From an optimization exercise on the open Yosys and OpenROAD flow, aimed at small area, a short achievable clock period and few clock cycles per item; shortcuts taken in it are not production practice.
Where RTL was checked, it was by simulation tests only, not by an equivalence proof against the original.

==> inputs of run B <==
## tryte_conv
module tryte_conv (
    input  wire       clk,
    input  wire       rst,
    input  wire       cmd_valid,
    input  wire [3:0] cmd_op,
    output wire       cmd_ready,
    input  wire       in_valid,
    input  wire [7:0] in_data,
    output wire       in_ready,
    output wire       out_valid,
    output reg  [7:0] out_data,
    input  wire       out_ready,
    output wire       done,
    output wire [1:0] err,
    output wire [7:0] err_index
);
==> flow/config.mk <==
export PLATFORM = sky130hd
export DESIGN_NAME = tryte_conv
export DESIGN_NICKNAME = tryte_conv
export VERILOG_FILES = /design/flow/design.v
export SDC_FILE = /design/flow/constraint.sdc
export NUM_CORES = 4
export LEC_CHECK = 0
export ABC_CLOCK_PERIOD_IN_PS = 8000
export CAP_MARGIN = 20
export CORE_MARGIN = 2
export CORE_UTILIZATION = 45
export SETUP_SLACK_MARGIN = 3
export SLEW_MARGIN = 20
==> flow/constraint.sdc <==
create_clock -name core_clock -period 40.0 [get_ports {clk}]
set_input_delay 8.0000 -clock core_clock [delete_from_list [all_inputs] [get_ports {clk}]]
set_output_delay 8.0000 -clock core_clock [all_outputs]
set_load 0.01 [all_outputs]
standard.sh (not shown) runs the stock make flow with config.mk's settings and CLKGATE_MAP_FILE= SYNTH_SCRIPT=/design/flow/synth_recipe.tcl, a recipe that flattens the netlist after the stock synthesis.
==> flow/flow/run.sh <==
#!/bin/bash
# Layout flow: the standard flow (standard.sh) with two changes:
#  - synthesis leaves the arithmetic to abc instead of extracting full/half
#    adder cells (ADDER_MAP_FILE empty); registers, flattening and renaming
#    are unchanged;
#  - the timing repair steps aim for 31 ns of setup slack (a 9 ns period)
#    instead of 3 ns, so that the resizer also works on the paths that set
#    the achieved period. The clock, its period and the I/O constraints are
#    the design's (constraint.sdc is used as given).
sed 's/SETUP_SLACK_MARGIN=[^ ]*/SETUP_SLACK_MARGIN=31/' standard.sh > standard_repair.sh
ADDER_MAP_FILE= bash standard_repair.sh synth > synth.log 2>&1 || exit 1
bash standard_repair.sh > layout.log 2>&1 || exit 1
==> run D: changes against run B <==
--- a/flow/design.v
+++ b/flow/design.v
@@ -11,13 +11,13 @@
     output reg  [7:0] out_data,
     input  wire       out_ready,
     output wire       done,
     output wire [1:0] err,
     output wire [7:0] err_index
 );
-    localparam integer KD = 1;      
+    localparam integer KD = 2;      
     localparam integer KH = 2;      
     localparam integer NPH = 8 / KD;    
     localparam integer NHC = 384 / KH;
     localparam [3:0] OP_T2B  = 4'd1;
     localparam [3:0] OP_TR2B = 4'd2;
     localparam [3:0] OP_B2T  = 4'd3;
@@ -258,32 +258,24 @@
                 x[80 - j] = e[2*j +: 2];         
             for (l = 0; l < 7; l = l + 1)
                 for (j = 0; j < 81; j = j + 1)
                     if (j[l]) begin
                         m    = ((j >> l) << l) - 1;
                         y    = x[m];
-                        x[j] = {x[j][1] ^ y[1] ^ (x[j][0] & y[0]), x[j][0] ^ y[0]};
+                        x[j] = x[j] + y;
                     end
             for (j = 0; j < 81; j = j + 1)
                 suffix_sum4[2*j +: 2] = x[80 - j];
         end
     endfunction
-    function [4:0] qdig;           
-        input [1:0] r;
-        input [4:0] d;
-        reg   [6:0] t;
-        begin
-            t    = {1'b0, r, 4'd0} + {2'd0, r, 3'd0} + {4'd0, r, 1'b0} + {5'd0, r} + {5'd0, d[1:0]};
-            qdig = t[6:2] + {2'd0, d[4:2]};
-        end
-    endfunction
     function [406:0] div4_step;
         input [404:0] x;
         reg [161:0] e, sfx;
         reg [4:0]   d;
         reg [1:0]   s, r;
+        reg [6:0]   t;
         integer i;
         begin
             for (i = 0; i < 81; i = i + 1) begin
                 d = x[5*i +: 5];
                 e[2*i +: 2] = i[0] ? {d[1] ^ d[0], d[0]} : d[1:0];
             end
@@ -293,13 +285,14 @@
                 if (i == 80)
                     r = 2'd0;
                 else begin
                     s = sfx[2*(i+1) +: 2];
                     r = i[0] ? s : {s[1] ^ s[0], s[0]};    
                 end
-                div4_step[5*i +: 5] = qdig(r, d);
+                t = 7'd27 * {5'd0, r} + {2'd0, d};
+                div4_step[5*i +: 5] = t[6:2];
             end
             s = sfx[1:0];
             div4_step[406:405] = s;           
         end
     endfunction
     reg [3:0]   state;
@@ -315,13 +308,13 @@
     reg [383:0] W;
     reg         iv;            
     reg [7:0]   idat;          
     reg [7:0]   acc;           
     reg         in_open;       
     reg         isb;           
-    reg [2:0]   ph;            
+    reg [1:0]   ph;            
     reg [5:0]   nb;            
     reg [7:0]   hc;            
     reg         brw;           
     reg         zfix;          
     reg         zadd;          
     reg         zsg;           
@@ -405,13 +398,13 @@
     end
     wire       acc_idle  = (state == S_IDLE);
     wire       open_n    = acc_idle ? (cmd_valid && (cmd_op >= OP_T2B && cmd_op <= OP_ZLT))
                                     : (in_open && !(in_fire && acc == in_count - 8'd1));
     wire       isb_n     = acc_idle ? (cmd_op == OP_B2T || cmd_op == OP_B2TR) : isb;
     wire       iv_n      = acc_idle ? 1'b0 : (in_fire || (iv && !consume));
-    wire [2:0] ph_n      = acc_idle ? 3'd0 : (state == S_LOADB && iv) ? ph + 3'd1 : ph;
+    wire [1:0] ph_n      = acc_idle ? 2'd0 : (state == S_LOADB && iv) ? ph + 2'd1 : ph;
     always @(posedge clk) begin
         inrdy_r <= open_n && (!iv_n || !isb_n || ph_n == NPH - 1);
         if (rst)
             inrdy_r <= 1'b0;
     end
     always @(posedge clk) begin
@@ -450,13 +443,13 @@
                     err_r   <= ERR_NONE;
                     nb      <= 6'd0;
                     zfix    <= 1'b0;
                     otop    <= 1'b0;
                     otr     <= (cmd_op == OP_B2TR);
                     oterm   <= 1'b0;
-                    ph      <= 3'd0;
+                    ph      <= 2'd0;
                     hc      <= 8'd0;
                     brw     <= 1'b1;
                     hprev   <= 1'b1;
                     cmp_h   <= 2'd0;
                     D       <= KINIT;
                     if (cmd_valid) begin
@@ -501,13 +494,13 @@
                         end
                     end
                 end
                 S_LOADB: begin
                     if (iv) begin
                         D  <= d_dbl;
-                        ph <= ph + 3'd1;
+                        ph <= ph + 2'd1;
                         if (ph_last) begin
                             nb <= nb + 6'd1;
                             if (nb == 6'd47) begin
                                 oterm <= 1'b1;
                                 state <= S_OUTT;
                             end
==> reports/summary.log <==
[outcome] run status finished clean
[layout] share of layout cells above drive strength 1 0.109
[layout] Final Instance Area 79600 um2
[placed_design] placed insts 10100
[synthesis] top cell type's share of synthesized area 0.351
[global_route] met3 usage in global routing 0.0259
[global_route] total global-route track usage 0.224
[timing] slack of the critical path 30.69 ns
[synthesis] Mapped Area 74900 um2
[synthesis] syn nets 8532
Source of the figures above: run B

==> reports/summary.log <==
[global_route] total global-route track usage 0.262
[layout] Final Instance Area 103000 um2
[placed_design] placed insts 14400
[timing] slack of the critical path 30.64 ns
[outcome] run status finished clean
[synthesis] top cell type's share of synthesized area 0.273
[synthesis] Mapped Area 96300 um2
[global_route] met3 usage in global routing 0.0302
[synthesis] syn nets 12500
Source of the figures above: run D

Testbench counts of run B, summed over its fixed seeds: cycles 131,648, items 320.
The RTL of run D was laid out without a check of its function.

[port drivers added, routing unchanged]
In the flow no input, the clock included, has a driving cell. The finished layouts below were timed again as built, in two steps.
Step 1 (the two cells are an assumption about what drives the block):
set clk [get_ports {clk}]
set_driving_cell -lib_cell sky130_fd_sc_hd__clkbuf_16 $clk
set_driving_cell -lib_cell sky130_fd_sc_hd__buf_2 [delete_from_list [all_inputs] $clk]
Step 2, shift: input delay + t, output delay - t, t = (earliest + latest rising clock arrival at the registers) / 2. This alone moves slack from input paths to output paths.
Slacks: ideal ports / drivers / drivers and shift; pairs: ideal ports / drivers.
| run | t, ns | setup slack, ns | slew at the worst register clock pin (ns) | pins driven straight from the clock port |
|---|---|---|---|---|
| run B | 0.845 | 30.688 / 30.605 / 30.261 | 0.07 / 0.07 | 1 |
| run D | 0.877 | 30.644 / 30.559 / 30.241 | 0.07 / 0.07 | 1 |
After both steps every run listed still meets setup and hold. For run B, which loses most, drivers alone change the setup slack by -0.083 ns; drivers and shift together by -0.427 ns.
